Background: an optimization exercise with open tools, aiming at small area, a short achievable clock period and few clock cycles. Do not read the settings as production practice. Only simulation tests tie the RTL to the original design; equivalence was not proved. No activity file was given, so power comes from the tool's default toggle rates.

$ cat flow/run.sh
#!/bin/bash
# synth_recipe.tcl (not shown) runs the flow's synth.tcl, then flattens the netlist and writes it again
# the make line also repeats each setting of config.mk as NAME=value (left out here)
make -C /OpenROAD-flow-scripts/flow DESIGN_CONFIG=/design/flow/config.mk WORK_HOME=/design/flow/orfs CLKGATE_MAP_FILE= SYNTH_SCRIPT=/design/flow/synth_recipe.tcl finish
$ cat flow/config.mk
export PLATFORM = sky130hd
export DESIGN_NAME = msrcc
export DESIGN_NICKNAME = msrcc
export VERILOG_FILES = /design/flow/design.v
export SDC_FILE = /design/flow/constraint.sdc
export NUM_CORES = 4
export LEC_CHECK = 0
export CAP_MARGIN = 20
export CORE_MARGIN = 2
export CORE_UTILIZATION = 55
export CTS_CLUSTER_DIAMETER = 65
export CTS_CLUSTER_SIZE = 30
export PLACE_DENSITY = 0.7
export SETUP_SLACK_MARGIN = 3.8
export SLEW_MARGIN = 20
$ cat flow/constraint.sdc
create_clock -name core_clock -period 8.0 [get_ports {clk}]
set_input_delay 1.6000 -clock core_clock [delete_from_list [all_inputs] [get_ports {clk}]]
set_output_delay 1.6000 -clock core_clock [all_outputs]
set_load 0.01 [all_outputs]
$ cat flow/design.v
module msrcc_mode (
    input  wire [2:0]  fn,
    input  wire        w7,
    output wire [19:0] sel
);
    wire unp = (fn == 3'd1), pck = (fn == 3'd2), toa = (fn == 3'd3);
    wire fra = (fn == 3'd4), dec = (fn == 3'd5), enc = (fn == 3'd6);
    wire w5 = ~w7;
    assign sel[0]  = (unp | dec) & w5;       
    assign sel[1]  = (unp | dec) & w7;       
    assign sel[2]  = (pck | enc) & w5;       
    assign sel[3]  = pck & w7;               
    assign sel[4]  = enc & w7;               
    assign sel[5]  = toa | fra;              
    assign sel[6]  = dec & w5;               
    assign sel[7]  = dec & w7;               
    assign sel[8]  = unp & w7;               
    assign sel[9]  = toa & w5;               
    assign sel[10] = toa & w7;               
    assign sel[11] = fra & w5;               
    assign sel[12] = fra & w7;               
    assign sel[13] = pck & w5;               
    assign sel[14] = enc & w5;               
    assign sel[15] = w7;                     
    assign sel[16] = unp | dec;              
    assign sel[17] = pck | toa | fra | enc;  
    assign sel[18] = dec;
    assign sel[19] = 1'b0;
endmodule
module msrcc_xform (
    input  wire [7:0]  x,
    input  wire [19:0] sel,
    output wire [7:0]  y,
    output wire        ok,
    output wire        pm
);
    wire d5 = sel[0], d7 = sel[1], k5 = sel[2], p7 = sel[3], e7 = sel[4], af = sel[5];
    wire dec5 = sel[6], dec7 = sel[7], u7 = sel[8];
    wire a5 = sel[9], a7 = sel[10], f5 = sel[11], f7 = sel[12];
    wire ok_p5 = sel[13], ok_e5 = sel[14], w7 = sel[15];
    wire p4  = x[0] ^ x[1] ^ x[2] ^ x[3];
    wire q   = p4 ^ x[4];
    wire m7  = (p7 & x[5]) | (e7 & x[6]);
    wire c54 = x[5] | x[4];
    wire n54 = x[5] & x[4];
    assign y[0] = (d5 & x[4]) | (d7 & x[6]) | (k5 & p4) | ((p7 | e7) & (q ^ m7)) | (af & x[0]);
    assign y[1] = ((d5 | k5) & x[3]) | ((d7 | p7) & x[5]) | (e7 & x[6]) | (af & x[1]);
    assign y[2] = ((d5 | k5 | af) & x[2]) | ((d7 | p7 | e7) & x[4]);
    assign y[3] = ((d5 | k5) & x[1]) | ((d7 | p7 | e7 | af) & x[3]);
    assign y[4] = dec5 | ((d7 | p7 | e7) & x[2]) | (k5 & x[0]) |
                  ((a5 | f5) & ~x[4]) | ((a7 | f7) & x[4]);
    assign y[5] = dec5 | ((u7 | p7 | e7) & x[1]) | (dec7 & ~x[1]) |
                  (a5 & ~(x[5] ^ x[4])) | (f5 & (x[5] ^ x[4])) | ((a7 | f7) & ~x[5]);
    assign y[6] = (dec7 & x[1]) | ((p7 | e7) & x[0]) |
                  (a5 & (x[6] ^ c54)) | (a7 & (x[6] ^ x[5])) |
                  (f5 & ~(x[6] ^ n54)) | (f7 & ~(x[6] ^ x[5]));
    assign y[7] = (a5 & (x[7] ^ (x[6] & c54))) | (a7 & (x[7] ^ (x[6] & x[5]))) |
                  (f5 & ~(x[7] ^ (x[6] | n54))) | (f7 & ~(x[7] ^ (x[6] | x[5])));
    assign ok = (ok_p5 & ~(x[7] | x[6] | x[5] | x[4])) |
                (ok_e5 & ~x[7] & ~x[6] & x[5] & x[4]) |
                (p7 & ~(x[7] | x[6])) |
                (e7 & ~x[7] & (x[6] ^ x[5])) |
                (a5 & ~(x[7] & x[6] & c54)) |
                (a7 & ~(x[7] & x[6] & x[5])) |
                (f5 & (x[7] | x[6] | n54)) |
                (f7 & (x[7] | x[6] | x[5]));
    assign pm = q ^ (w7 & (x[5] ^ x[6]));
endmodule
module msrcc (
    input  wire       clk,
    input  wire       rst,           
    input  wire       bus_valid,
    input  wire       bus_we,
    input  wire [9:0] bus_addr,
    input  wire [7:0] bus_wdata,
    output reg        bus_ready,
    output reg  [7:0] bus_rdata
);
    localparam PB = 3;               
    localparam P  = 1 << PB;         
    localparam TB = 8 - PB;
    localparam T  = 1 << TB;         
    localparam A_CMD    = 10'h000;
    localparam A_STATUS = 10'h001;
    localparam A_DIN    = 10'h002;
    localparam A_DOUT   = 10'h003;
    localparam A_LEN    = 10'h004;
    localparam A_OLEN   = 10'h005;
    localparam A_EIDX   = 10'h006;
    reg [7:0] cmd_r;
    reg [7:0] status_r;
    reg [7:0] din_r;
    reg [7:0] dout_r;
    reg [7:0] len_r;
    reg [7:0] olen_r;
    reg [7:0] eidx_r;
    reg [PB-1:0] g;                  
    reg [TB-1:0] cs;                 
    wire [7:0]   cur = {cs, g};      
    reg  [TB-1:0] csn;               
    reg  [PB-1:0] gn;                
    reg  [TB-1:0] cs_d;
    reg          run;                
    reg          chk;                
    reg [7:0]    scn_e;              
    reg [2:0]    run_fi;             
    reg [PB-1:0] cnt;                
    reg  [19:0]  run_sel;            
    wire         rf_dec = run_sel[18];
    wire         rf_pd  = run_sel[16];   
    reg [7:0]    run_n;              
    reg [7:0]    lim;                
    reg          acc_pmis;
    reg          acc_rxp;
    reg  [8:0] sq;
    reg  [7:0] okb;
    reg        pmacc5, pmacc7, lastrx, pmv;
    wire       pm5v = ^bus_wdata[4:0];
    wire       pm7v = ^bus_wdata[6:0];
    function [7:0] okvec;
        input [7:0] v;
        okvec = {
            ~v[7] & (v[6] ^ v[5]),                        
            v[7] | v[6] | v[5],                           
            ~(v[7] & v[6] & v[5]),                        
            ~(v[7] | v[6]),                               
            (v[7:4] == 4'b0011),                          
            v[7] | v[6] | (v[5] & v[4]),                  
            ~(v[7] & v[6] & (v[5] | v[4])),               
            (v[7:4] == 4'b0000)                           
        };
    endfunction
    wire [7:0] okv = okvec(bus_wdata);
    wire [1:0] wfi = (wcmd_fn == 3'd2) ? 2'd0 : (wcmd_fn == 3'd3) ? 2'd1 :
                     (wcmd_fn == 3'd4) ? 2'd2 : 2'd3;
    wire       skip_chk = ({1'b0, len_r} <= sq) & okb[{wcmd_w7, wfi}];
    wire       pd_known = pmv & ({1'b0, len_r} == sq);
    wire       cmd_pd   = (wcmd_fn == 3'd1) | (wcmd_fn == 3'd5);
    wire       bg_go    = cmd_pd ? pd_known : skip_chk;
    wire [7:0] bg_status = cmd_pd ? {2'b00, (wcmd_w7 ? pmacc7 : pmacc5), lastrx & (len_r != 8'd0), 4'b0000}
                                  : 8'h00;
    reg        hold;                 
    reg        hold_c;               
    reg        bg;                   
    reg        hold_bg;              
    reg        lastbuf;              
    reg  [9:0] ra;                   
    wire       busy = (run & ~bg) | hold;
    wire wpass = run & ~chk;
    wire pass_end = (cnt == P - 1);
    wire done_any = wpass & pass_end;
    wire done = done_any & ~bg;      
    wire [7:0] wcmd      = bus_wdata;
    wire [2:0] wcmd_fn   = wcmd[6:4];
    wire       wcmd_ill  = wcmd[3] | (wcmd_fn == 3'd0) | (wcmd_fn == 3'd7);
    wire       wcmd_badw = (wcmd[2:0] != 3'd5) & (wcmd[2:0] != 3'd7);
    wire       wcmd_buf  = wcmd[7];
    wire       wcmd_w7   = wcmd[1];
    wire acc_wr  = bus_valid & bus_we & ~busy;
    wire acc_rd  = bus_valid & ~bus_we & ~busy;
    wire a_cmd   = (bus_addr == A_CMD);
    wire a_bufr  = bus_addr[9] ^ bus_addr[8];
    wire a_ibuf  = (bus_addr[9:8] == 2'd1);
    wire cmd_ex  = acc_wr & a_cmd & ~run;
    wire cmd_go  = cmd_ex & ~wcmd_ill & ~wcmd_badw & wcmd_buf;
    wire lo_hit  = (bus_addr[PB-1:0] == ~gn);
    wire ibuf_wr = acc_wr & a_ibuf & lo_hit;
    reg  [9:0] pan;
    reg  [7:0] rq;
    reg        mc;                   
    reg        cr;                   
    wire p_hit   = (bus_addr == ~pan);
    wire [19:0] wsel;
    msrcc_mode u_mode (.fn(wcmd_fn), .w7(wcmd_w7), .sel(wsel));
    wire       imm_okx, imm_pm;
    wire [7:0] imm_y;
    msrcc_xform u_imm (.x(din_r), .sel(wsel), .y(imm_y), .ok(imm_okx), .pm(imm_pm));
    wire imm_ok   = imm_okx | wsel[16];
    wire imm_rxp  = wsel[16] & din_r[0];
    wire imm_pmis = wsel[16] & imm_pm;
    wire glt   = (g < lim[PB-1:0]);
    wire geq   = (g == lim[PB-1:0]);
    wire [T-1:0] lim_oh = {{(T-1){1'b0}}, 1'b1} << lim[7:PB];
    wire [T-1:0] lim_gt;
    assign lim_gt[T-1] = 1'b0;
    genvar q;
    generate
        for (q = 0; q < T - 1; q = q + 1) begin : th
            assign lim_gt[q] = lim_gt[q+1] | lim_oh[q+1];
        end
    endgenerate
    wire [8*T-1:0] inext, onext;
    genvar s;
    generate
        for (s = 0; s < T; s = s + 1) begin : rg
            reg  [8*P-1:0] ir;
            reg  [8*P-1:0] orb;
            wire [7:0] it = ir[7:0];
            wire [7:0] ot = orb[7:0];
            wire [7:0] y_s;
            msrcc_xform u_x (.x(it), .sel(run_sel), .y(y_s), .ok(), .pm());
            wire hi_lt = lim_gt[s];
            wire hi_eq = lim_oh[s];
            wire lt    = hi_lt | (hi_eq & glt);       
            wire eq    = hi_eq & geq;                 
            wire iwe   = ibuf_wr & (bus_addr[7:PB] == s);
            wire wlt   = wpass & lt;                       
            wire keep  = ~(wpass & (lt | (rf_dec & eq)));  
            always @(posedge clk) begin
                ir  <= {(iwe ? bus_wdata : it), ir[8*P-1:8]};
                orb <= {(({8{wlt}} & y_s) | ({8{keep}} & ot)), orb[8*P-1:8]};
            end
            assign inext[8*s +: 8] = ir[15:8];
            assign onext[8*s +: 8] = orb[15:8];
        end
    endgenerate
    wire chk_here = chk & mc & ~cr & (cur == scn_e) & (scn_e != run_n);
    wire chk_end  = chk & (scn_e == run_n);
    wire [7:0] chk_okv = okvec(rq);
    wire chk_fail = chk_here & ~chk_okv[run_fi] & ~rf_pd;
    wire chk_pm   = run_sel[15] ? ^rq[6:0] : ^rq[4:0];
    wire pmis_fin = acc_pmis & rf_pd;
    wire rxp_fin  = acc_rxp & rf_pd;
    function [7:0] aim;
        input [7:0]    e;
        input [PB-1:0] gg;
        input [PB-1:0] dmin;
        reg   [PB-1:0] r;
        begin
            r   = e[PB-1:0] - gg - dmin;
            aim = e - ({5'd0, dmin} + {{(8-PB){1'b0}}, r}) + 8'd1;
        end
    endfunction
    wire [7:0] cur_inc  = cur + 8'd1;
    wire [7:0] aim_miss = aim(bus_addr[7:0], g, 2);
    wire [7:0] rd_dist  = bus_addr[7:0] - cur;    
    wire [7:0] aim_out  = aim(8'h00, g, 3);
    wire [7:0] aim_chk  = aim(8'h00, g, 2);
    function [7:0] regval;
        input [9:0] a;
        begin
            case (a)
                A_CMD:    regval = cmd_r;
                A_STATUS: regval = status_r;
                A_DIN:    regval = din_r;
                A_DOUT:   regval = dout_r;
                A_LEN:    regval = len_r;
                A_OLEN:   regval = olen_r;
                A_EIDX:   regval = eidx_r;
                default:  regval = 8'h00;
            endcase
        end
    endfunction
    wire [TB-1:0] cs_nx = (done | hold_bg) ? aim_out[7:PB] : cur_inc[7:PB];
    wire [7:0]    e_nx  = {cs_nx, g + 1'b1};           
    wire [7:0]    i_nx  = inext[8*cs_nx +: 8];
    wire [7:0]    o_nx  = onext[8*cs_nx +: 8];
    wire          wp_nx = run & bg & ~pass_end;
    wire [7:0]    f_y;
    wire          f_ok, f_pm;
    msrcc_xform u_fwd (.x(i_nx), .sel(run_sel), .y(f_y), .ok(f_ok), .pm(f_pm));
    wire [7:0]    o_fw  = (wp_nx & (e_nx < lim))           ? f_y   :
                          (wp_nx & rf_dec & (e_nx == lim)) ? 8'h00 : o_nx;
    wire [7:0] status_fin = (lim != run_n) ? 8'h0D : {2'b00, pmis_fin, rxp_fin, 4'b0000};
    reg [9:0] ra_nx;
    reg       mc_nx, cr_nx;
    always @(*) begin
        ra_nx  = ra;
        mc_nx  = mc;
        cr_nx  = cr;
        if (acc_rd & ~p_hit) begin
            if (a_bufr) begin
                mc_nx = 1'b1;
                cr_nx = bus_addr[9];
            end else begin
                mc_nx = 1'b0;
                ra_nx = bus_addr;
            end
        end
        if (acc_rd & p_hit & ~mc & (ra == A_STATUS))
            ra_nx = lastbuf ? A_OLEN : A_DOUT;
        if (acc_rd & p_hit & ~mc & (ra == A_OLEN) & lastbuf) begin
            mc_nx = 1'b1;
            cr_nx = 1'b1;
        end
        if (cmd_go) begin
            mc_nx = 1'b1;
            cr_nx = 1'b0;
        end
        if (hold_c | done) begin
            mc_nx = 1'b0;
            ra_nx = A_STATUS;
        end
    end
    always @(posedge clk) begin
        if (rst) begin
            ra  <= A_CMD;
            mc  <= 1'b0;
            cr  <= 1'b0;
            rq  <= 8'h00;
            pan <= 10'h3FF;
        end else begin
            ra  <= ra_nx;
            mc  <= mc_nx;
            cr  <= cr_nx;
            pan <= ~(mc_nx ? {cr_nx, ~cr_nx, cs_d, g + 1'b1} : ra_nx);
            if (done)
                rq <= status_fin;
            else if (mc_nx)
                rq <= cr_nx ? o_fw : i_nx;
            else if (acc_wr & ((bus_addr == A_CMD) | (bus_addr == A_DIN) | (bus_addr == A_LEN)) &
                     (bus_addr == ra_nx))
                rq <= bus_wdata;
            else
                rq <= regval(ra_nx);
        end
    end
    always @(*) bus_rdata = rq;
    always @(*) begin
        bus_ready = (busy & (hold | done)) |
                    (bus_we & (bus_addr[9] | (bus_addr[8] & lo_hit) |
                               (~bus_addr[8] & (bus_addr[2] | bus_addr[1])))) |
                    (~bus_we & p_hit);
    end
    always @(*) begin
        cs_d = cur_inc[7:PB];
        if (acc_rd & a_bufr & ~p_hit & (rd_dist > P + 1))
            cs_d = aim_miss[7:PB];
        if (hold_bg)
            cs_d = aim_out[7:PB];
        if (cmd_go)
            cs_d = aim_chk[7:PB];
        if (done)
            cs_d = aim_out[7:PB];
    end
    always @(posedge clk) begin
        if (rst) begin
            g        <= {PB{1'b0}};
            cs       <= {TB{1'b0}};
            csn      <= {TB{1'b1}};
            gn       <= {PB{1'b1}};
            cmd_r    <= 8'h00;
            status_r <= 8'h00;
            din_r    <= 8'h00;
            dout_r   <= 8'h00;
            len_r    <= 8'h00;
            olen_r   <= 8'h00;
            eidx_r   <= 8'h00;
            run      <= 1'b0;
            chk      <= 1'b0;
            scn_e    <= 8'h00;
            run_fi   <= 3'd0;
            cnt      <= {PB{1'b0}};
            run_sel  <= 20'd0;
            run_n    <= 8'h00;
            lim      <= 8'h00;
            acc_pmis <= 1'b0;
            acc_rxp  <= 1'b0;
            sq       <= 9'd0;
            okb      <= 8'h00;
            pmacc5   <= 1'b0;
            pmacc7   <= 1'b0;
            lastrx   <= 1'b0;
            pmv      <= 1'b0;
            bg       <= 1'b0;
            hold_bg  <= 1'b0;
            hold     <= 1'b0;
            hold_c   <= 1'b0;
            lastbuf  <= 1'b0;
        end else begin
            hold    <= 1'b0;
            hold_c  <= 1'b0;
            hold_bg <= 1'b0;
            if (ibuf_wr) begin
                if (bus_addr[7:0] == 8'd0) begin
                    sq     <= 9'd1;
                    okb    <= okv;
                    pmacc5 <= pm5v;
                    pmacc7 <= pm7v;
                    lastrx <= bus_wdata[0];
                    pmv    <= 1'b1;
                end else if ({1'b0, bus_addr[7:0]} == sq) begin
                    sq     <= sq + 9'd1;
                    okb    <= okb & okv;
                    pmacc5 <= pmacc5 | pm5v;
                    pmacc7 <= pmacc7 | pm7v;
                    lastrx <= bus_wdata[0];
                end else if ({1'b0, bus_addr[7:0]} < sq) begin
                    okb    <= okb & okv;
                    pmv    <= 1'b0;
                end
            end
            g  <= g + 1'b1;
            gn <= ~(g + 1'b1);
            cs  <= cs_d;
            csn <= ~cs_d;
            if (acc_wr) begin
                if ((bus_addr[9:8] == 2'd0) & ~bus_addr[2] & ~bus_addr[1])
                    hold <= ~a_cmd;
                if (cmd_ex) begin
                    hold_c  <= ~cmd_go | bg_go;
                    cmd_r   <= wcmd;
                    eidx_r  <= 8'h00;
                    hold    <= ~cmd_go | bg_go;
                    hold_bg <= cmd_go & bg_go;
                    lastbuf <= cmd_go;
                    if (wcmd_ill) begin
                        status_r <= 8'h05;
                    end else if (wcmd_badw) begin
                        status_r <= 8'h09;
                    end else if (!wcmd_buf) begin
                        if (imm_ok) begin
                            dout_r   <= imm_y;
                            status_r <= {2'b00, imm_pmis, imm_rxp, 4'b0000};
                        end else begin
                            status_r <= 8'h0D;
                        end
                    end else begin
                        run      <= 1'b1;
                        chk      <= ~bg_go;
                        scn_e    <= 8'h00;
                        run_fi   <= {wcmd_w7, wfi};
                        bg       <= bg_go;
                        if (bg_go) begin
                            status_r <= bg_status;
                            olen_r   <= len_r;
                        end
                        cnt      <= {PB{1'b0}};
                        run_sel  <= wsel;
                        run_n    <= len_r;
                        lim      <= len_r;
                        acc_pmis <= 1'b0;
                        acc_rxp  <= 1'b0;
                    end
                end
                if (bus_addr == A_DIN) din_r <= bus_wdata;
                if (bus_addr == A_LEN) len_r <= bus_wdata;
            end
            if (run) begin
                cnt <= cnt + 1'b1;
                if (chk) begin
                    cnt <= {PB{1'b0}};
                    if (chk_end)
                        chk <= 1'b0;
                    if (chk_fail) begin
                        lim <= scn_e;
                        chk <= 1'b0;
                    end else if (chk_here) begin
                        scn_e    <= scn_e + 8'd1;
                        acc_pmis <= acc_pmis | chk_pm;
                        acc_rxp  <= rq[0];
                    end
                end else begin
                    if (pass_end) begin
                        run <= 1'b0;
                        bg  <= 1'b0;
                    end
                    if (done) begin
                        status_r <= status_fin;
                        if (lim != run_n) begin
                            eidx_r   <= lim;
                        end else begin
                            olen_r   <= run_n;
                            eidx_r   <= 8'h00;
                        end
                    end
                end
            end
        end
    end
endmodule
==> flow_metrics.tcl, run 1 <==
set metrics [dict create \
    vias 69300 \
    htree_levels 4 \
    grt_max_degree 70 \
    clk_latency_ns 0.91 \
    tightestPinTransition_ns 1.19 \
    synth_top_family_by_area "compound AO/OA/AOI/OAI gates" \
    clockBufferDepth 3 \
    core.rowCount 168 \
    viasPerCell 5.72 \
    antenna_found_initial 34 \
    clock_skew_ns 0.0510 \
    critPathCaptureType "flip-flop" \
    outcome "no timing/DRC/antenna violations" \
    arrival_ns 5.41 \
    grt_overflow 0 \
    dieArea_mm2 0.213 \
    dp_hpwl_um 222000 \
    synthAdderAreaFrac_pct 2.88 \
    synth_edf_count 0 \
    cts.sinks 4268 \
    critPathKind "flip-flop to flip-flop" \
    met3_usage_pct 7.86 \
    power_mw 33.8 \
    drive_above_1_share_pct 9.21 \
    ir_drop_v 0.000263 \
    clock.fmax_mhz 216 \
    drtIter0Drc 9246 \
    core_mm2 0.209 \
    rsz0062_at_grt "yes" \
    hold_buffers 0 \
    asyncSetResetFlopFracSynth_pct 0 \
    numCtsBuffers 185 \
    grt_pass1_vias 64800 \
    path_clk_slew_ns 0.11 \
    fp.dieW_um 462 \
    grtUsageTotal_pct 31.5 \
    cts_root_buf "clkbuf_16" \
    totalWireLength_um 342000 \
    synth_top_cell_by_area "dfxtp_1" \
    final_antenna_net_count 0 \
    use_met2_pct 43.9 \
    synthFlopType "dfxtp_1" \
    synth-simple-area-share_pct 6.49 \
    nets 9496 \
    start_util_pct 55.2 \
    period_needed_ns 4.64 \
    synth_area_leaders "dfxtp_1 74%, nand2_1 3.4%, ha_1 2.9%, o21ai_0 2.0%, xnor2_1 1.9%" \
    synth_compound_area_share_pct 8.78 \
    synthToLayoutAreaGrowth_pct 9.83 \
    grt.busiest_layer "met1" \
    slew_headroom_pct 19.8 \
    wire_per_inst_um 28.2 \
    yosysWarnings 1 \
    hold_viol 0 \
    drc_errors 0 \
    port_buffers 30 \
    setup_tns_ns 0 \
    stdcell_count 12100 \
    ys_ff_latch 4268 \
    drv_slew 0 \
    crit_required_ns 8.77 \
    cts_tree "yes" \
    synthMuxAreaShare_pct 2.47 \
    cp_max_fo 35 \
    netlist-cell-type-count 92 \
    die_h_um 462 \
    use_met1_pct 44.9 \
    grt_pass1_wl_um 475000 \
    io_pins 31 \
    synthCells 9196 \
    cp-start-kind "flip-flop" \
    yosysTopAreaCellShare_pct 74.1 \
    drv_cap 0 \
    pwr_density_cell_mw_per_mm2 267 \
    synth-seq-area-share_pct 74.1 \
    synth_xor_area_share_pct 2.87 \
    dr.pass1.iters 11 \
    syn-num-nets 9483 \
    place.gp.congestion 0.962 \
    synth.avg_cell_area_um2 12.5 \
    setup-violations-final 0 \
    min_period_over_period_pct 58.0 \
    synthesis.area_mm2 0.115 \
    power.leakage_nw 49.6 \
    dpl.cell_count 11700 \
    hold_path_class "flip-flop to flip-flop" \
]
==> synth_stat cells (all sizes together) (13+ instances only) <==
library cell / number
nand4: 33
xnor2: 251
buf: 118
nand2b: 14
xor2: 121
and2: 16
nand2: 1037
a31oi: 39
nand3: 268
nor3: 39
dfxtp: 4268
and3: 48
clkbuf: 317
o221ai: 23
mux2i: 114
inv: 283
a21o: 55
a21oi: 321
o22ai: 54
a211oi: 40
mux2: 142
a221oi: 74
a222oi: 78
nor2b: 14
o31ai: 13
o21a: 14
ha: 264
o21ai: 502
nor2: 219
a22o: 81
a22oi: 118
o211ai: 58
==> area by class of cell <==
class / count / area [um2]
Timing Repair Buffer: 256 / 2430
Clock inverter: 67 / 1150
Antenna cell: 23 / 57.6
Multi-Input combinational cell: 4208 / 28100
Tap cell: 2805 / 3510
Sequential cell: 4268 / 85500
Inverter: 285 / 1150
Fill cell: 16400 / 82200
Timing Repair inverter: 5 / 45.0
Clock buffer: 198 / 4800
==> timing repair <==
item / in CTS / in global routing
pin swaps: 47 / 8
resized for setup: 227 / 25
setup endpoints to repair: 203 / 56
setup buffers: 92 / 1
gates cloned: 11 / 0
==> state kept, by name, indices dropped and copies added (netlist names), 9 cells and up <==
signal and cells:
rg.orb 2048, pan 10, run_sel 16, ra 10, rg.ir 2048, sq 9
==> placed cells by master (no fill, tap or decap), types with 22 or more instances in the layout <==
cell,Yosys,final
a211oi_1,39,30
a21o_1,55,54
a21oi_1,320,314
a221oi_1,74,69
a222oi_1,78,78
a22o_1,81,81
a22oi_1,117,114
a31oi_1,39,27
and3_1,48,47
buf_4,1,183
clkbuf_16,0,189
dfxtp_1,4268,4248
diode_2,0,23
ha_1,264,253
inv_1,281,269
mux2_2,142,142
mux2i_1,114,111
nand2_1,1037,1031
nand3_1,268,262
nand4_1,33,33
nor2_1,219,205
nor3_1,38,31
o211ai_1,58,58
o21ai_0,465,452
o21ai_1,36,38
o221ai_1,23,22
o22ai_1,54,54
xnor2_1,250,247
xor2_1,121,116
==> cells by family after synthesis <==
kind of cell / after synthesis
buffers and inverters: 720
AND/OR/NAND/NOR: 1749
XOR/XNOR: 374
flip-flops: 4268
AO/OA/AOI/OAI: 1559
adder cells (fa/ha/maj): 265
multiplexers: 261
==> final timing paths <==
| kind | depth (start not counted) | start | endpoint | slack, ns |
|---|---|---|---|---|
| setup / recovery | 17 | g[1]$_SDFF_PP0_ | rq[7]$_SDFF_PP0_ | 3.36 |
| hold / removal | 0 | rg[6].orb[50]$_DFF_P_ | rg[6].orb[42]$_DFF_P_ | 0.30 |
| hold reg to reg | 0 | rg[6].orb[50]$_DFF_P_ | rg[6].orb[42]$_DFF_P_ | 0.30 |
| setup reg to reg | 17 | g[1]$_SDFF_PP0_ | rq[7]$_SDFF_PP0_ | 3.36 |
==> routing by layer <==
layer / share of wire [%] / vias to the layer above
met5: 0.020 / -
met2: 40 / 3989
met4: 5.9 / 10
met1: 43 / 33600
met3: 11 / 967
li1: - / 30700
==> per-stage QoR <==
step / utilization [%] / cell area (um2) / hold slack (ns) / setup slack, ns
after floorplan: - / 116000 / 0.310 / 3.56
after global placement: 56.8 / 119000 / 0.310 / 1.31
after detailed placement: 56.8 / 119000 / 0.312 / 1.42
after CTS: 60.6 / 127000 / 0.310 / 3.46
after global routing: 60.6 / 127000 / 0.307 / 3.37
final: 60.6 / 127000 / 0.304 / 3.36
==> where the power goes <==
part / total [mW] / leakage (nW) / switching, mW / internal (mW)
registers: 21.3 / 34.4 / 0.0339 / 21.3
clock network: 11.5 / 2.88 / 6.75 / 4.75
logic: 1.02 / 12.3 / 0.707 / 0.312
==> critical path: stages, from the launching register on <==
cell and delay [ns]:
dfxtp_4 0.45, buf_4 0.14, ha_4 0.17, nand3_4 0.18, xnor2_2 0.22, buf_12 0.21, o21ai_4 0.10, bufinv_16 0.25
buf_12 0.12, buf_6 0.29, nand2_1 0.14, and3_1 0.21, a311oi_1 0.68, a311oi_2 0.26, o31ai_1 0.52, o31ai_1 0.15
a22oi_2 0.27, a211oi_1 0.11
Testbench counts, summed over its fixed seeds: cycles 60,489.
==> inputs of run 2 (changes only) <==
--- a/flow/design.v
+++ b/flow/design.v
@@ -189,7 +189,7 @@
             assign lim_gt[q] = lim_gt[q+1] | lim_oh[q+1];
         end
     endgenerate
-    wire [8*T-1:0] inext, onext;
+    wire [8*T-1:0] inext2, onext2;
     genvar s;
     generate
         for (s = 0; s < T; s = s + 1) begin : rg
@@ -210,8 +210,8 @@
                 ir  <= {(iwe ? bus_wdata : it), ir[8*P-1:8]};
                 orb <= {(({8{wlt}} & y_s) | ({8{keep}} & ot)), orb[8*P-1:8]};
             end
-            assign inext[8*s +: 8] = ir[15:8];
-            assign onext[8*s +: 8] = orb[15:8];
+            assign inext2[8*s +: 8] = ir[23:16];
+            assign onext2[8*s +: 8] = orb[23:16];
         end
     endgenerate
     wire chk_here = chk & mc & ~cr & (cur == scn_e) & (scn_e != run_n);
@@ -232,10 +232,10 @@
         end
     endfunction
     wire [7:0] cur_inc  = cur + 8'd1;
-    wire [7:0] aim_miss = aim(bus_addr[7:0], g, 2);
+    wire [7:0] aim_miss = aim(bus_addr[7:0], g, 3);
     wire [7:0] rd_dist  = bus_addr[7:0] - cur;    
     wire [7:0] aim_out  = aim(8'h00, g, 3);
-    wire [7:0] aim_chk  = aim(8'h00, g, 2);
+    wire [7:0] aim_chk  = aim(8'h00, g, 3);
     function [7:0] regval;
         input [9:0] a;
         begin
@@ -251,16 +251,20 @@
             endcase
         end
     endfunction
-    wire [TB-1:0] cs_nx = (done | hold_bg) ? aim_out[7:PB] : cur_inc[7:PB];
-    wire [7:0]    e_nx  = {cs_nx, g + 1'b1};           
-    wire [7:0]    i_nx  = inext[8*cs_nx +: 8];
-    wire [7:0]    o_nx  = onext[8*cs_nx +: 8];
+    wire [7:0]    cur2  = cur + 8'd2;
+    wire [TB-1:0] cs2   = cur2[7:PB];
+    reg  [7:0]    fi2, fo2, e2;
+    always @(posedge clk) begin
+        fi2 <= inext2[8*cs2 +: 8];
+        fo2 <= onext2[8*cs2 +: 8];
+        e2  <= cur2;
+    end
     wire          wp_nx = run & bg & ~pass_end;
     wire [7:0]    f_y;
     wire          f_ok, f_pm;
-    msrcc_xform u_fwd (.x(i_nx), .sel(run_sel), .y(f_y), .ok(f_ok), .pm(f_pm));
-    wire [7:0]    o_fw  = (wp_nx & (e_nx < lim))           ? f_y   :
-                          (wp_nx & rf_dec & (e_nx == lim)) ? 8'h00 : o_nx;
+    msrcc_xform u_fwd (.x(fi2), .sel(run_sel), .y(f_y), .ok(f_ok), .pm(f_pm));
+    wire [7:0]    o_fw  = (wp_nx & (e2 < lim))           ? f_y   :
+                          (wp_nx & rf_dec & (e2 == lim)) ? 8'h00 : fo2;
     wire [7:0] status_fin = (lim != run_n) ? 8'h0D : {2'b00, pmis_fin, rxp_fin, 4'b0000};
     reg [9:0] ra_nx;
     reg       mc_nx, cr_nx;
@@ -307,7 +311,7 @@
             if (done)
                 rq <= status_fin;
             else if (mc_nx)
-                rq <= cr_nx ? o_fw : i_nx;
+                rq <= cr_nx ? o_fw : fi2;
             else if (acc_wr & ((bus_addr == A_CMD) | (bus_addr == A_DIN) | (bus_addr == A_LEN)) &
                      (bus_addr == ra_nx))
                 rq <= bus_wdata;
@@ -324,7 +328,7 @@
     end
     always @(*) begin
         cs_d = cur_inc[7:PB];
-        if (acc_rd & a_bufr & ~p_hit & (rd_dist > P + 1))
+        if (acc_rd & a_bufr & ~p_hit & (rd_dist > P + 2))
             cs_d = aim_miss[7:PB];
         if (hold_bg)
             cs_d = aim_out[7:PB];
--- a/flow/config.mk
+++ b/flow/config.mk
@@ -7,9 +7,9 @@
 export LEC_CHECK = 0
 export CAP_MARGIN = 20
 export CORE_MARGIN = 2
-export CORE_UTILIZATION = 55
-export CTS_CLUSTER_DIAMETER = 65
-export CTS_CLUSTER_SIZE = 30
-export PLACE_DENSITY = 0.7
+export CORE_UTILIZATION = 40
+export CTS_CLUSTER_DIAMETER = 60
+export CTS_CLUSTER_SIZE = 28
+export PLACE_DENSITY = 0.6
 export SETUP_SLACK_MARGIN = 3.8
 export SLEW_MARGIN = 20
==> flow_metrics.tcl, run 2 <==
set metrics [dict create \
    whs_endpoint "rg[2].orb[45]$_DFF_P_" \
    period_needed_ns 4.32 \
    final_core_util_pct 44.1 \
    drv_cap 0 \
    crit_required_ns 6.40 \
    arrival_ns 2.72 \
    grt_pass1_wl_um 422000 \
    worstRegToRegCells 10 \
    power_mw 33.8 \
    cts_tree "yes" \
    hold_viol 0 \
    critPathCaptureType "output port" \
    yosys-top-cells-count "4292 x dfxtp_1, 623 x nand2_1, 390 x o21ai_0" \
    clk_latency_ns 0.91 \
    totalWireLength_um 297000 \
    mostFrequentLayoutCells "4280 x dfxtp_1, 623 x nand2_1, 385 x o21ai_0, 306 x inv_1, 277 x a21oi_1" \
    viasPerCell 4.98 \
    antenna_found_initial 23 \
    pwr_density_cell_mw_per_mm2 268 \
    place.gp.congestion 0.909 \
    port_buffers 30 \
    numCtsBuffers 202 \
    synth.avg_cell_area_um2 13.6 \
    reg2reg_to "rg[13].orb[62]$_DFF_P_" \
    netlist-cell-type-count 86 \
    switching_share_pct 21.3 \
    ys_ff_latch 4292 \
    setup_ws_ns 3.68 \
    min_from "rg[2].orb[53]$_DFF_P_" \
    cp_slowest_cell "and4_1" \
    cts.sinks 4292 \
    grt_max_degree 92 \
    cp-start-kind "primary input" \
    reg2reg_slack_ns 3.81 \
    drtIter0Drc 6179 \
    drc_errors 0 \
    critPathMaxStageDelay_ns 0.26 \
    htree_levels 4 \
    synth_most_common_cell "dfxtp_1" \
    clock_skew_ns 0.0407 \
    drive_above_1_share_pct 9.67 \
    min_path_cells 0 \
    grt_pass1_vias 59100 \
    dr.pass1.iters 10 \
    cp_max_fo 12 \
    grtUsageTotal_pct 19.9 \
    nets 8688 \
    p_switching_mw 7.17 \
    worst_hold_slack_ns 0.302 \
    fp.dieW_um 540 \
    yosysTopAreaCellShare_pct 74.8 \
    power.leakage_nw 49.6 \
    p_clk_share_pct 34.7 \
    synthesis.area_mm2 0.115 \
    cts_root_buf "clkbuf_16" \
    reg_top3 "rg.ir: 2048 flops, rg.orb: 2048 flops, run_sel: 16 flops" \
    drv_slew 0 \
    crit_buf_inv 2 \
    yosysWarnings 1 \
    min_period_over_period_pct 54.0 \
    path_cells "buf_4 > xor2_2 > and4_1 > nand3_2 > o211ai_1 > buf_2" \
    synth_edf_count 0 \
    die_h_um 540 \
    dp_worst_setup_slack_ns 2.14 \
    setup_tns_ns 0 \
    rsz0062_at_grt "yes" \
    setup-violations-final 0 \
    p_int_mw 26.6 \
    synthCells 8443 \
    wire_per_inst_um 24.3 \
    pwr-share-seq_pct 63.5 \
    grt_overflow 0 \
    synthFlopType "dfxtp_1" \
    critPathKind "primary input to output port" \
    critical_path.top_delay_family "buffers and inverters" \
    hold_buffers 0 \
    synth_area_leaders "dfxtp_1 75%, mux4_2 3.2%, ha_1 2.9%, nand2_1 2.0%, o21ai_0 1.7%" \
    core_mm2 0.285 \
    hold_path_class "flip-flop to flip-flop" \
    io_pins 31 \
    path_clk_slew_ns 0.10 \
    core.rowCount 196 \
    synth_top_cell_by_area "dfxtp_1" \
    clock.fmax_mhz 231 \
    layout_commonest_cell "dfxtp_1" \
    syn-num-nets 8731 \
    dieArea_mm2 0.292 \
    ir_drop_v 0.000170 \
    asyncSetResetFlopFracSynth_pct 0 \
    vias 60900 \
    start_util_pct 40.3 \
    synth-seq-area-share_pct 74.8 \
    outcome "no timing/DRC/antenna violations" \
    final_antenna_net_count 0 \
    slew_headroom_pct 22.7 \
    tightestPinTransition_ns 1.15 \
    dp_hpwl_um 200000 \
    pwr-share-comb_pct 1.9 \
    synthToLayoutAreaGrowth_pct 9.52 \
    rr_startpoint "g[1]$_SDFF_PP0_" \
    clockBufferDepth 4 \
]
[run 2: cell types whose count changed after synthesis, moves of 25 or more]
cell,before,now
a21oi_1,320,282
mux2i_1,114,89
buf_2,51,16
a222oi_1,78,116
inv_1,281,309
xor2_1,121,177
o21ai_0,465,390
o22ai_1,54,12
nand2_1,1037,623
and3_1,48,19
xnor2_1,250,200
mux4_2,5,162
nand3_1,268,47
[run 2: what timing repair did]
item	in CTS	in global routing
gates resized for setup	67	39
cloned	1	0
endpoints found under the setup margin	249	75
setup buffers	12	3
pin swaps	7	9
[run 2: layout make-up]
type	count	area, um2
repair buffers	137	1140
multi-input cells	3453	26700
diodes	8	20.0
flip-flops and latches	4292	86000
well taps	3762	4710
clock inverters	67	976
fillers	25600	160000
clock buffers	214	5170
inverters	314	1190
[run 2: kinds of logic after synthesis]
family	after synthesis	share of synthesized area [%]
compound gates	1352	7.79
fa+ha+maj	266	2.90
simple gates	1072	4.04
buf+inv	698	2.33
flops	4292	74.8
mux	386	5.28
xor+xnor	377	2.87
[run 2: how the worst max path moves through the flow]
stage,to,cells after the start,start
finish,bus_ready,6,bus_addr[4]
global placement,rq[0]$_SDFF_PP0_,10,bus_addr[6]
floorplan,pan[7]$_SDFF_PP1_,17,bus_addr[1]
global route,bus_ready,9,bus_addr[2]
detailed placement,rq[0]$_SDFF_PP0_,10,bus_addr[6]
CTS,bus_ready,6,bus_addr[8]
[run 2: per-layer routing]
layer	GRT usage [%]	part of all wire [%]	vias up
met2	30.9	44	2134
met5	0.279	0.050	-
met1	27.7	46	30000
li1	-	-	28200
met4	8.01	4.3	6
met3	3.16	6.2	600
[run 2: through the flow]
stage	cell area, um2	cells
floorplan	115000	8443
global placement	119000	11900
detailed placement	119000	11900
CTS	126000	12200
global route	126000	12200
finish	126000	12200
[run 2: power groups by stage]
stage                     sequential [mW]  combinational, mW  clock, mW
final                                21.4              0.631       11.7
after global routing                 21.4              0.672       12.7
after global placement               21.9              0.599          0
after CTS                            21.4              0.623       12.0
after floorplan                      21.9              0.379          0
after detailed placement             21.9              0.601          0
Testbench counts of run 2, summed over its fixed seeds: cycles 60,489.
==> inputs of run 3 (changes only) <==
--- a/flow/design.v
+++ b/flow/design.v
@@ -76,7 +76,7 @@
     output reg        bus_ready,
     output reg  [7:0] bus_rdata
 );
-    localparam PB = 3;               
+    localparam PB = 4;               
     localparam P  = 1 << PB;         
     localparam TB = 8 - PB;
     localparam T  = 1 << TB;         
==> flow_metrics.tcl, run 3 <==
set metrics [dict create \
    place.gp.congestion 0.873 \
    synthToLayoutAreaGrowth_pct 10.5 \
    core.rowCount 187 \
    cts_root_buf "clkbuf_16" \
    highest_layer "met5" \
    synth_area_leaders "dfxtp_1 82%, ha_1 2.1%, mux4_2 1.8%, nand2_1 1.2%, xnor2_1 1.2%" \
    synth.avg_cell_area_um2 15.0 \
    vias 48800 \
    regArea_mm2 0.0860 \
    period_needed_ns 4.34 \
    viasPerCell 4.63 \
    slew_headroom_pct 24.4 \
    drive_above_1_share_pct 8.92 \
    mostFrequentLayoutCells "4292 x dfxtp_1, 340 x nand2_1, 228 x o21ai_0, 209 x a21oi_1, 206 x inv_1" \
    cp_max_fo 9 \
    dr.pass1.iters 7 \
    multi_input_area_mm2 0.0169 \
    core_mm2 0.259 \
    critPathCaptureType "output port" \
    clock.fmax_mhz 230 \
    yosysTopAreaCellShare_pct 82.5 \
    synth-seq-area-share_pct 82.5 \
    clock_skew_ns 0.0425 \
    power.leakage_nw 45.1 \
    cp_slowest_cell "nor4_4" \
    cp-start-kind "primary input" \
    wire_per_inst_um 21.5 \
    path_clk_slew_ns 0.10 \
    die_h_um 514 \
    stdcell_count 10500 \
    final_antenna_net_count 0 \
    clk_latency_ns 0.87 \
    hold_viol 0 \
    synth_edf_count 0 \
    grt_max_degree 77 \
    netlist-cell-type-count 82 \
    critPathKind "primary input to output port" \
    asyncSetResetFlopFracSynth_pct 0 \
    synthFlopType "dfxtp_1" \
    synth_most_common_cell "dfxtp_1" \
    syn-num-nets 7165 \
    synthCells 6970 \
    ir_drop_v 0.000234 \
    cts_tree "yes" \
    fin_area_mm2 0.115 \
    clockBufferDepth 3 \
    fillers 22700 \
    start_util_pct 40.2 \
    drv_cap 0 \
    min_period_over_period_pct 54.3 \
    reg_top3 "rg.ir: 2048 flops, rg.orb: 2048 flops, run_sel: 16 flops" \
    dpl_cell_area_mm2 0.109 \
    yosys-top-cells-count "4294 x dfxtp_1, 340 x nand2_1, 231 x o21ai_0" \
    drc_errors 0 \
    grt_pass1_wl_um 323000 \
    arrival_ns 2.74 \
    setup-violations-final 0 \
    power_mw 33.6 \
    hold_buffers 0 \
    synthesis.area_mm2 0.104 \
    antenna_found_initial 21 \
    nets 7255 \
    hold_path_class "flip-flop to flip-flop" \
    grt_overflow 0 \
    dr_wl_met3_um 12800 \
    fp.dieW_um 514 \
    crit_required_ns 6.40 \
    dpl.cell_count 10200 \
    worst_hold_slack_ns 0.299 \
    ys_ff_latch 4294 \
    cts.sinks 4294 \
    wirelength_met1_um 107000 \
    critPathMaxStageDelay_ns 0.36 \
    htree_levels 4 \
    outcome "no timing/DRC/antenna violations" \
    dieArea_mm2 0.265 \
    totalWireLength_um 227000 \
    rsz0062_at_grt "yes" \
    wl_met2_um 97200 \
    io_pins 31 \
    setup_tns_ns 0 \
    path_cells "buf_16 > xnor2_4 > nor4_4 > nor2_1 > o211ai_1 > o21ai_1 > nand2_1 > buf_2" \
    pwr_density_cell_mw_per_mm2 291 \
    tightestPinTransition_ns 1.13 \
    port_buffers 30 \
    numCtsBuffers 197 \
    synth_top_cell_by_area "dfxtp_1" \
    grt_pass1_vias 46200 \
    yosysWarnings 1 \
    drv_slew 0 \
    layout_commonest_cell "dfxtp_1" \
    drtIter0Drc 4567 \
    grtUsageTotal_pct 16.8 \
    dp_hpwl_um 156000 \
]
[run 3: cell count changes after synthesis, sizes merged, moves of 82 or more]
| cell | previous run | this run |
|---|---|---|
| ha | 265 | 171 |
| nand2 | 623 | 340 |
| o21ai | 427 | 244 |
| xor2 | 177 | 95 |
| clkbuf | 322 | 195 |
| inv | 309 | 211 |
[run 3: cells by family (layout without fill, tap and decap cells)]
logic type      after synthesis  after routing  synth area share (%)
flops                      4294           4294                  82.5
simple gates                738            738                  3.18
other cells                   0              7                     0
compound gates              882            882                  5.62
mux                         204            204                  3.04
xor+xnor                    235            235                  1.97
buf+inv                     444            613                  1.64
fa+ha+maj                   173            173                  2.09
[run 3: power breakdown]
group | internal, mW | switching [mW] | total, mW
registers | 21.4 | 0.0423 | 21.4
logic | 0.199 | 0.361 | 0.560
clock network | 4.97 | 6.60 | 11.6
[run 3: worst paths after layout]
kind	start	to	slack [ns]	depth (start not counted)
hold reg to reg	rg[5].orb[126]$_DFF_P_	rg[5].orb[118]$_DFF_P_	0.30	0
setup / recovery	bus_addr[1]	bus_ready	3.66	8
setup reg to reg	g[1]$_SDFF_PP0_	rg[12].orb[121]$_DFF_P_	3.97	10
hold / removal	rg[5].orb[126]$_DFF_P_	rg[5].orb[118]$_DFF_P_	0.30	0
[run 3: layer usage]
metal / vias up / GRT usage [%]
met5: - / 0
met4: 2 / 7.04
met3: 406 / 2.84
met2: 1514 / 25.4
met1: 23800 / 24.0
li1: 23100 / -
[run 3: cell type report]
cell class                 count  area share, %
inverter                     212          0.700
multi-input combinational   2232           14.7
clock buffer                 214           4.51
sequential                  4294           74.6
antenna                        7         0.0152
timing repair buffer         123          0.890
clock inverter                64          0.882
tap                         3402           3.70
[run 3: critical path, delay by kind of cell]
kind / cells / cell delay, ns
buffers and inverters: 2 / 0.25
XOR/XNOR: 1 / 0.13
AO/OA/AOI/OAI: 2 / 0.24
AND/OR/NAND/NOR: 3 / 0.51
[run 3: stage by stage]
step | worst slack (ns) | utilization, %
floorplan | 3.53 | -
global placement | 1.79 | 41.9
detailed placement | 1.83 | 41.9
CTS | 3.41 | 44.3
global route | 3.58 | 44.4
finish | 3.66 | 44.4
[run 3: repair_timing]
action,CTS,global route
buffers inserted,3,14
pin swaps,2,10
setup endpoints to repair,183,26
gates resized for setup,69,39
Testbench counts of run 3, summed over its fixed seeds: cycles 63,721.
==> inputs of run 4 (changes only) <==
--- a/flow/config.mk
+++ b/flow/config.mk
@@ -11,5 +11,5 @@
 export CTS_CLUSTER_DIAMETER = 60
 export CTS_CLUSTER_SIZE = 28
 export PLACE_DENSITY = 0.6
-export SETUP_SLACK_MARGIN = 3.8
+export SETUP_SLACK_MARGIN = 4.2
 export SLEW_MARGIN = 20
==> flow_metrics.tcl, run 4 <==
set metrics [dict create \
    grt_overflow 0 \
    netlist-cell-type-count 82 \
    reg_top3 "rg.ir: 2048 flops, rg.orb: 2048 flops, run_sel: 16 flops" \
    grt_pass1_vias 47100 \
    port_buffers 30 \
    yosysWarnings 1 \
    totalWireLength_um 227000 \
    slew_headroom_pct 24.6 \
    drv_slew 0 \
    cts.sinks 4294 \
    vias 48900 \
    drc_errors 0 \
    cp_max_fo 11 \
    core.rowCount 187 \
    synthCells 6970 \
    place.gp.congestion 0.885 \
    synth-seq-area-share_pct 82.5 \
    yosysTopAreaCellShare_pct 82.5 \
    synth_area_leaders "dfxtp_1 82%, ha_1 2.1%, mux4_2 1.8%, nand2_1 1.2%, xnor2_1 1.2%" \
    viasPerCell 4.62 \
    synthFlopType "dfxtp_1" \
    clockBufferDepth 3 \
    grt_pass1_wl_um 325000 \
    power.leakage_nw 45.4 \
    power_mw 33.8 \
    rsz0062_at_grt "yes" \
    yosys-top-cells-count "4294 x dfxtp_1, 340 x nand2_1, 231 x o21ai_0" \
    clk_latency_ns 0.89 \
    mostFrequentLayoutCells "4286 x dfxtp_1, 339 x nand2_1, 228 x o21ai_0, 206 x a21oi_1, 202 x inv_1" \
    dp_hpwl_um 155000 \
    layout_commonest_cell "dfxtp_1" \
    synthesis.area_mm2 0.104 \
    numCtsBuffers 199 \
    critPathKind "primary input to output port" \
    hold_viol 0 \
    cts_root_buf "clkbuf_16" \
    grt_max_degree 55 \
    tightestPinTransition_ns 1.13 \
    min_period_over_period_pct 54.5 \
    asyncSetResetFlopFracSynth_pct 0 \
    fillers 22700 \
    start_util_pct 40.2 \
    ir_drop_v 0.000216 \
    cts_tree "yes" \
    cp-start-kind "primary input" \
    outcome "no timing/DRC/antenna violations" \
    core_mm2 0.259 \
    drtIter0Drc 4506 \
    clock.fmax_mhz 229 \
    drv_cap 0 \
    pwr_density_cell_mw_per_mm2 291 \
    dr.pass1.iters 9 \
    final_antenna_net_count 0 \
    synth.avg_cell_area_um2 15.0 \
    setup_tns_ns 0 \
    synth_most_common_cell "dfxtp_1" \
    arrival_ns 2.76 \
    period_needed_ns 4.36 \
    dieArea_mm2 0.265 \
    critPathCaptureType "output port" \
    io_pins 31 \
    synthToLayoutAreaGrowth_pct 11.2 \
    crit_required_ns 6.40 \
    syn-num-nets 7165 \
    nets 7286 \
    htree_levels 4 \
    ys_ff_latch 4294 \
    synth_top_cell_by_area "dfxtp_1" \
    fp.dieW_um 514 \
    clock_skew_ns 0.0754 \
    wire_per_inst_um 21.5 \
    antenna_found_initial 16 \
    hold_path_class "flip-flop to flip-flop" \
    path_clk_slew_ns 0.10 \
    drive_above_1_share_pct 9.84 \
    reg2reg_slack_ns 4.25 \
    die_h_um 514 \
    grtUsageTotal_pct 16.9 \
    setup-violations-final 0 \
    synth_edf_count 0 \
]
-- run 4: timing repair --
item | CTS | global route
gates resized for setup | 118 | 51
endpoints found under the setup margin | 316 | 89
pin swaps | 24 | 16
hold buffers | 0 | 0
buffers inserted | 23 | 19
cloned | 2 | 1
-- run 4: final cells by class --
class | count | area [um2] | share of cell area (%)
flip-flops and latches | 4294 | 86000 | 74.2
multi-input cells | 2233 | 17100 | 14.8
clock buffers | 208 | 5040 | 4.35
well taps | 3402 | 4260 | 3.67
clock inverters | 75 | 1370 | 1.18
repair buffers | 151 | 1300 | 1.12
inverters | 212 | 836 | 0.721
diodes | 8 | 20.0 | 0.0173
-- run 4: critical path: stages --
cell	delay, ns
buf_2	0.26
xor2_1	0.21
nand4_2	0.16
nor4_4	0.20
o21ai_1	0.11
nand2_1	0.08
buf_2	0.13
-- run 4: cell families after synthesis --
family | count (synthesis) | synth area share (%)
buffers and inverters | 444 | 1.64
DFF | 4294 | 82.5
xor gates and xnor gates | 235 | 1.97
adders and majority gates | 173 | 2.09
and+or+nand+nor | 738 | 3.18
muxes | 204 | 3.04
AOI/OAI and AO/OA | 882 | 5.62
-- run 4: path summary, 6_finish.rpt --
kind | from | end | cells past startpoint
max | bus_addr[7] | bus_ready | 7
min | rg[9].orb[79]$_DFF_P_ | rg[9].orb[71]$_DFF_P_ | 0
max reg2reg | g[0]$_SDFF_PP0_ | rg[8].orb[126]$_DFF_P_ | 12
min reg2reg | rg[9].orb[79]$_DFF_P_ | rg[9].orb[71]$_DFF_P_ | 0
-- run 4: routing by layer --
metal / GRT usage (%) / wire (um) / up-vias
li1: - / - / 23200
met1: 24.1 / 108000 / 23900
met2: 25.5 / 97800 / 1469
met3: 2.80 / 12600 / 432
met4: 7.05 / 9370 / 0
met5: 0 / 0 / -
-- run 4: through the flow --
step / util [%] / instance area [um2] / cells / hold slack [ns] / worst slack (ns)
5_1_grt: 44.7 / 116000 / 10600 / 0.276 / 3.49
3_5_place_dp: 41.9 / 109000 / 10200 / 0.312 / 1.83
2_1_floorplan: - / 104000 / 6970 / 0.310 / 3.54
4_1_cts: 44.5 / 116000 / 10600 / 0.257 / 3.59
3_3_place_gp: 41.9 / 109000 / 10200 / 0.310 / 1.85
6_report: 44.7 / 116000 / 10600 / 0.271 / 3.64
-- run 4: report_power, final --
| part | switching (mW) | internal, mW |
|---|---|---|
| Sequential | 0.0433 | 21.4 |
| Combinational | 0.370 | 0.225 |
| Clock | 6.74 | 5.01 |
==> inputs of run 5 (changes only) <==
--- a/flow/config.mk
+++ b/flow/config.mk
@@ -11,5 +11,5 @@
 export CTS_CLUSTER_DIAMETER = 60
 export CTS_CLUSTER_SIZE = 28
 export PLACE_DENSITY = 0.6
-export SETUP_SLACK_MARGIN = 4.2
+export SETUP_SLACK_MARGIN = 3.5
 export SLEW_MARGIN = 20
==> flow_metrics.tcl, run 5 <==
set metrics [dict create \
    outcome "no timing/DRC/antenna violations" \
    syn-num-nets 7165 \
    clock_skew_ns 0.0487 \
    drtIter0Drc 4274 \
    port_buffers 30 \
    cts_root_buf "clkbuf_16" \
    whs_endpoint "rg[15].ir[74]$_DFF_P_" \
    synthFlopType "dfxtp_1" \
    min_path_cells 0 \
    critPathKind "primary input to output port" \
    ys_ff_latch 4294 \
    vias 48600 \
    synth_edf_count 0 \
    clockBufferDepth 3 \
    cts_tree "yes" \
    synth_compound_area_share_pct 5.62 \
    path_cells "buf_8 > xnor2_1 > nor4_4 > nor2_1 > o211ai_1 > o21ai_1 > nand2_1 > clkdlybuf4s15_1" \
    drive_above_1_share_pct 8.60 \
    yosys-top-cells-count "4294 x dfxtp_1, 340 x nand2_1, 231 x o21ai_0" \
    numCtsBuffers 197 \
    power.leakage_nw 45.0 \
    htree_levels 4 \
    tightestPinTransition_ns 1.21 \
    core.rowCount 187 \
    nets 7252 \
    drv_cap 0 \
    rr_startpoint "g[2]$_SDFF_PP0_" \
    drv_slew 0 \
    power_mw 33.6 \
    wire_per_inst_um 21.7 \
    reg_top3 "rg.ir: 2048 flops, rg.orb: 2048 flops, run_sel: 16 flops" \
    worstRegToRegCells 7 \
    hold_viol 0 \
    synth_top_family_by_area "compound AO/OA/AOI/OAI gates" \
    dpl.cell_count 10200 \
    fillers 22600 \
    path_depth 8 \
    start_util_pct 40.2 \
    clk_latency_ns 0.87 \
    synthesis.area_mm2 0.104 \
    layout_commonest_cell "dfxtp_1" \
    synth_top_cell_by_area "dfxtp_1" \
    dr.pass1.iters 6 \
    reg2reg_to "fo2[1]$_DFF_P_" \
    yosysTopAreaCellShare_pct 82.5 \
    mostFrequentLayoutCells "4293 x dfxtp_1, 340 x nand2_1, 228 x o21ai_0, 211 x a21oi_1, 206 x inv_1" \
    pwr_density_cell_mw_per_mm2 292 \
    setup-violations-final 0 \
    viasPerCell 4.61 \
    slew_headroom_pct 18.9 \
    yosysWarnings 1 \
    grt_overflow 0 \
    place.gp.congestion 0.857 \
    setup_tns_ns 0 \
    path_clk_slew_ns 0.10 \
    rsz0062_at_grt "yes" \
    grt_max_degree 68 \
    synthCells 6970 \
    critical_path.top_delay_family "simple AND/OR/NAND/NOR gates" \
    cp-start-kind "primary input" \
    hold_path_class "flip-flop to flip-flop" \
    synth-simple-area-share_pct 3.18 \
    critPathCaptureType "output port" \
    grtUsageTotal_pct 17.0 \
    reg2reg_slack_ns 3.83 \
    dp_hpwl_um 156000 \
    cp_max_fo 15 \
    cp_slowest_cell "nor4_4" \
    netlist-cell-type-count 82 \
    drc_errors 0 \
    crit_buf_inv 2 \
    asyncSetResetFlopFracSynth_pct 0 \
    stdcell_count 10500 \
    die_h_um 514 \
    grt_pass1_wl_um 325000 \
    ir_drop_v 0.000245 \
    synthAdderAreaFrac_pct 2.09 \
    synth-seq-area-share_pct 82.5 \
    final_antenna_net_count 0 \
    synth_xor_area_share_pct 1.97 \
    antenna_found_initial 17 \
    synth_area_leaders "dfxtp_1 82%, ha_1 2.1%, mux4_2 1.8%, nand2_1 1.2%, xnor2_1 1.2%" \
    critPathMaxStageDelay_ns 0.41 \
    synth.avg_cell_area_um2 15.0 \
    totalWireLength_um 228000 \
    core_mm2 0.259 \
    synth_most_common_cell "dfxtp_1" \
    synthToLayoutAreaGrowth_pct 10.4 \
    synthMuxAreaShare_pct 3.04 \
    final_core_util_pct 44.3 \
    dieArea_mm2 0.265 \
    min_period_over_period_pct 57.4 \
    clock.fmax_mhz 218 \
    crit_required_ns 6.40 \
    arrival_ns 2.99 \
    fp.dieW_um 514 \
    grt_pass1_vias 47000 \
    io_pins 31 \
    min_from "rg[15].ir[82]$_DFF_P_" \
    cts.sinks 4294 \
    period_needed_ns 4.59 \
]
[run 5: cell counts after synthesis]
Identical to the previous run, type by type.
[run 5: through the flow]
step                cell area [um2]  hold slack (ns)  worst slack (ns)
finish                       115000            0.308              3.41
global route                 115000            0.299              3.34
CTS                          115000            0.307              3.34
detailed placement           109000            0.312              1.63
global placement             109000            0.309              1.58
floorplan                    104000            0.310              3.50
[run 5: worst max-delay path by stage]
stage / slack [ns] / from / endpoint
after floorplan: 3.50 / bus_addr[1] / pan[7]$_SDFF_PP1_
after CTS: 3.34 / bus_addr[2] / bus_ready
final: 3.41 / bus_addr[1] / bus_ready
after global placement: 1.58 / bus_addr[1] / bus_ready
after detailed placement: 1.63 / bus_addr[1] / bus_ready
after global routing: 3.34 / bus_addr[0] / bus_ready
[run 5: final cells by class]
type | count | area (um2) | area share, %
sequential | 4294 | 86000 | 74.7
multi-input combinational | 2233 | 16800 | 14.6
clock buffer | 218 | 5240 | 4.55
tap | 3402 | 4260 | 3.70
clock inverter | 55 | 1010 | 0.877
timing repair buffer | 119 | 945 | 0.821
inverter | 212 | 801 | 0.696
antenna | 8 | 20.0 | 0.0174
[run 5: per-layer routing]
metal / part of all wire (%) / GRT usage (%) / up-vias / wire length [um]
met4: 3.7 / 6.40 / 8 / 8370
li1: - / - / 23100 / -
met3: 5.2 / 3.05 / 380 / 11800
met5: 0.024 / 0 / - / 55
met1: 48 / 23.9 / 23800 / 109000
met2: 43 / 26.1 / 1341 / 99200
[run 5: kinds of logic after synthesis]
| logic type | after synthesis |
|---|---|
| adder cells (fa/ha/maj) | 173 |
| XOR/XNOR | 235 |
| multiplexers | 204 |
| flip-flops | 4294 |
| buffers and inverters | 444 |
| AO/OA/AOI/OAI | 882 |
| AND/OR/NAND/NOR | 738 |
[run 5: repair_timing]
action | in CTS | in global routing
setup endpoints to repair | 105 | 22
setup buffers | 5 | 4
pin swaps | 4 | 3
cloned | 0 | 1
gates resized for setup | 61 | 11
hold buffers | 0 | 0
[run 5: report_power, final]
| part | switching (mW) | internal [mW] | total, mW |
|---|---|---|---|
| combinational | 0.358 | 0.189 | 0.547 |
| clock | 6.64 | 4.95 | 11.6 |
| sequential | 0.0435 | 21.4 | 21.4 |
| total | 7.04 | 26.5 | 33.6 |
==> inputs of run 6 (changes only) <==
--- a/flow/design.v
+++ b/flow/design.v
@@ -76,7 +76,7 @@
     output reg        bus_ready,
     output reg  [7:0] bus_rdata
 );
-    localparam PB = 4;               
+    localparam PB = 3;               
     localparam P  = 1 << PB;         
     localparam TB = 8 - PB;
     localparam T  = 1 << TB;         
--- a/flow/config.mk
+++ b/flow/config.mk
@@ -8,8 +8,8 @@
 export CAP_MARGIN = 20
 export CORE_MARGIN = 2
 export CORE_UTILIZATION = 40
-export CTS_CLUSTER_DIAMETER = 60
-export CTS_CLUSTER_SIZE = 28
+export CTS_CLUSTER_DIAMETER = 65
+export CTS_CLUSTER_SIZE = 30
 export PLACE_DENSITY = 0.6
-export SETUP_SLACK_MARGIN = 3.5
+export SETUP_SLACK_MARGIN = 3.8
 export SLEW_MARGIN = 20
==> flow_metrics.tcl, run 6 <==
set metrics [dict create \
    start_util_pct 40.3 \
    synth_edf_count 0 \
    synthesis.area_mm2 0.115 \
    cp-start-kind "primary input" \
    dieArea_mm2 0.292 \
    synth_area_leaders "dfxtp_1 75%, mux4_2 3.2%, ha_1 2.9%, nand2_1 2.0%, o21ai_0 1.7%" \
    crit_end "bus_ready" \
    dpl_cell_area_mm2 0.119 \
    rsz0062_at_grt "yes" \
    die_h_um 540 \
    multi_input_area_mm2 0.0267 \
    reg2reg_to "fo2[6]$_DFF_P_" \
    drv_slew 0 \
    reg_top3 "rg.ir: 2048 flops, rg.orb: 2048 flops, run_sel: 16 flops" \
    grt_max_degree 92 \
    io_pins 31 \
    regArea_mm2 0.0860 \
    synthMuxAreaShare_pct 5.28 \
    pwr_density_cell_mw_per_mm2 266 \
    cp_slowest_cell "a21oi_1" \
    drive_above_1_share_pct 9.54 \
    tightestPinTransition_ns 1.18 \
    hold_viol 0 \
    path_cells "buf_6 > buf_6 > buf_6 > xor2_1 > nand3_1 > a21oi_1 > o21ai_1 > o211ai_1 > buf_2" \
    synthToLayoutAreaGrowth_pct 9.29 \
    mostFrequentLayoutCells "4280 x dfxtp_1, 623 x nand2_1, 385 x o21ai_0, 306 x inv_1, 277 x a21oi_1" \
    synthFlopType "dfxtp_1" \
    yosysTopAreaCellShare_pct 74.8 \
    critical_path.top_delay_family "buffers and inverters" \
    hold_path_class "flip-flop to flip-flop" \
    worstRegToRegCells 8 \
    outcome "no timing/DRC/antenna violations" \
    synthAdderAreaFrac_pct 2.90 \
    dr.pass1.iters 9 \
    core.rowCount 196 \
    clk_latency_ns 0.92 \
    synth.avg_cell_area_um2 13.6 \
    ir_drop_v 0.000152 \
    synthCells 8443 \
    worst_hold_slack_ns 0.300 \
    synth_top_cell_by_area "dfxtp_1" \
    arrival_ns 2.70 \
    synth-seq-area-share_pct 74.8 \
    syn-num-nets 8731 \
    synth_most_common_cell "dfxtp_1" \
    cp_max_fo 4 \
    wire_per_inst_um 24.3 \
    crit_top_cell "buf_6" \
    port_buffers 30 \
    setup-violations-final 0 \
    core_mm2 0.285 \
    viasPerCell 4.98 \
    htree_levels 4 \
    asyncSetResetFlopFracSynth_pct 0 \
    grt_pass1_vias 58700 \
    clock.fmax_mhz 232 \
    antenna_found_initial 22 \
    reg2reg_slack_ns 3.86 \
    place.gp.congestion 0.909 \
    fin_area_mm2 0.126 \
    path_depth 9 \
    period_needed_ns 4.30 \
    grt_pass1_wl_um 421000 \
    min_period_over_period_pct 53.8 \
    grtUsageTotal_pct 19.9 \
    fillers 25600 \
    setup.worst_path.start "bus_addr[2]" \
    yosysWarnings 1 \
    synth-simple-area-share_pct 4.04 \
    final_core_util_pct 44.0 \
    dp_hpwl_um 200000 \
    critPathCaptureType "output port" \
    cts_root_buf "clkbuf_16" \
    crit_required_ns 6.40 \
    layout_commonest_cell "dfxtp_1" \
    final_antenna_net_count 0 \
    nets 8679 \
    numCtsBuffers 190 \
    slew_headroom_pct 20.8 \
    crit_buf_inv 4 \
    clock_skew_ns 0.0672 \
    drtIter0Drc 6343 \
    clockBufferDepth 4 \
    path_clk_slew_ns 0.11 \
    setup_tns_ns 0 \
    critPathMaxStageDelay_ns 0.16 \
    critPathKind "primary input to output port" \
    power.leakage_nw 49.4 \
    grt_overflow 0 \
    drv_cap 0 \
    totalWireLength_um 297000 \
    synth_xor_area_share_pct 2.87 \
    ys_ff_latch 4292 \
    cts.sinks 4292 \
    rr_startpoint "g[2]$_SDFF_PP0_" \
    synth_top_family_by_area "compound AO/OA/AOI/OAI gates" \
    synth_compound_area_share_pct 7.79 \
    fp.dieW_um 540 \
    yosys-top-cells-count "4292 x dfxtp_1, 623 x nand2_1, 390 x o21ai_0" \
    netlist-cell-type-count 86 \
    vias 61000 \
    cts_tree "yes" \
    min_from "rg[18].orb[60]$_DFF_P_" \
    drc_errors 0 \
]
==> run 6: changes by cell type in the layout (fill, tap and decap cells not counted), moves of 43 or more <==
cell and delta:
a21oi_1 +66, a222oi_1 +45, a22o_1 +53, a22oi_1 +50, ha_1 +94, inv_1 +100, mux2_2 +58, mux2i_1 +43
mux4_2 +80, nand2_1 +283, o21ai_0 +157, xnor2_1 +57, xor2_1 +77
==> run 6: logic make-up after synthesis <==
group,after synthesis
DFF,4292
AOI/OAI and AO/OA,1352
and+or+nand+nor,1072
buffers and inverters,698
muxes,386
xor gates and xnor gates,377
adders and majority gates,266
==> run 6: area by class of cell <==
| type | count | area share, % |
|---|---|---|
| diodes | 10 | 0.0199 |
| clock buffers | 199 | 3.85 |
| clock inverters | 62 | 0.779 |
| inverters | 314 | 0.949 |
| multi-input cells | 3453 | 21.3 |
| flip-flops and latches | 4292 | 68.5 |
| well taps | 3762 | 3.75 |
| repair buffers | 140 | 0.940 |
==> run 6: worst register-to-register path, delay by kind of cell, from the launching register on <==
kind	cells	cell delay, ns
multiplexers	2	1.19
flip-flops	1	0.71
XOR/XNOR	1	0.32
AND/OR/NAND/NOR	3	0.44
buffers and inverters	2	1.42
==> run 6: where the power goes <==
| part | leakage, nW | switching, mW | internal (mW) |
|---|---|---|---|
| Combinational | 12.0 | 0.421 | 0.213 |
| Sequential | 34.6 | 0.0430 | 21.4 |
| Clock | 2.82 | 6.67 | 4.69 |
| Total | 49.4 | 7.14 | 26.3 |
==> run 6: per-layer routing <==
layer  routed length (um)  part of all wire (%)  GRT usage, %  up-vias
li1                     -                     -             -    28200
met1               135000                    46          27.8    30000
met2               131000                    44          31.0     2142
met3                18200                   6.1          2.90      574
met4                12300                   4.1          8.02        6
met5                  143                 0.048         0.279        -
==> run 6: worst min-delay path by stage <==
stage,end,slack [ns],cells past startpoint
global placement,rg[2].orb[37]$_DFF_P_,0.31,0
finish,rg[18].orb[52]$_DFF_P_,0.30,0
CTS,rg[17].orb[5]$_DFF_P_,0.28,0
floorplan,rg[0].ir[0]$_DFF_P_,0.31,0
detailed placement,rg[0].orb[1]$_DFF_P_,0.31,0
global route,rg[17].orb[5]$_DFF_P_,0.28,0
==> run 6: what timing repair did <==
action / CTS / global route
endpoints found under the setup margin: 248 / 82
gates resized for setup: 64 / 49
cloned: 1 / 0
setup buffers: 12 / 6
hold buffers: 0 / 0
pin swaps: 7 / 10
==> run 6: per-stage QoR <==
stage	power [mW]	cells	worst slack (ns)
floorplan	22.3	8443	3.80
global placement	22.5	11900	2.16
detailed placement	22.5	11900	2.14
CTS	33.7	12200	3.54
global route	34.5	12200	3.60
finish	33.4	12200	3.70
Testbench counts of run 6, summed over its fixed seeds: cycles 60,489.

## afterwards: timing with drivers on the ports
The flow's constraints put no driver on any port. The routed layouts listed below were extracted and timed again, unchanged, in two steps. Step 1: set_driving_cell puts a clkbuf_16 on clk and a buf_2 on each other input, an assumption about the parent block. Step 2 adds t to the input delays and takes it off the output delays; t is the mean of the earliest and latest rising clock arrival at the registers after step 1. Input paths then give back, and output paths get back, about the clock's delay inside the block. Three values: ideal ports, drivers, drivers and shift; two values: the first two.
run | t (ns) | setup WS [ns] | hold WS [ns] | worst setup path at the end | worst slew at a driven data input, ns
run 1 | 0.972 | 3.363 / 3.363 / 2.652 | 0.304 / 0.304 / 0.304 | input to register | 0.05
run 2 | 0.982 | 3.678 / 3.645 / 2.909 | 0.302 / 0.302 / 0.302 | input to register | 0.04
run 3 | 0.949 | 3.659 / 3.600 / 2.998 | 0.299 / 0.299 / 0.299 | input to register | 0.08
run 4 | 0.959 | 3.639 / 3.601 / 3.108 | 0.271 / 0.271 / 0.271 | input to register | 0.06
run 5 | 0.953 | 3.409 / 3.371 / 2.672 | 0.308 / 0.308 / 0.308 | input to register | 0.08
run 6 | 0.972 | 3.697 / 3.663 / 2.924 | 0.300 / 0.300 / 0.300 | input to register | 0.05
After both steps every run listed still meets setup and hold. The setup slack of run 6, which loses most, moves by -0.034 ns with the drivers and by -0.773 ns with both steps.
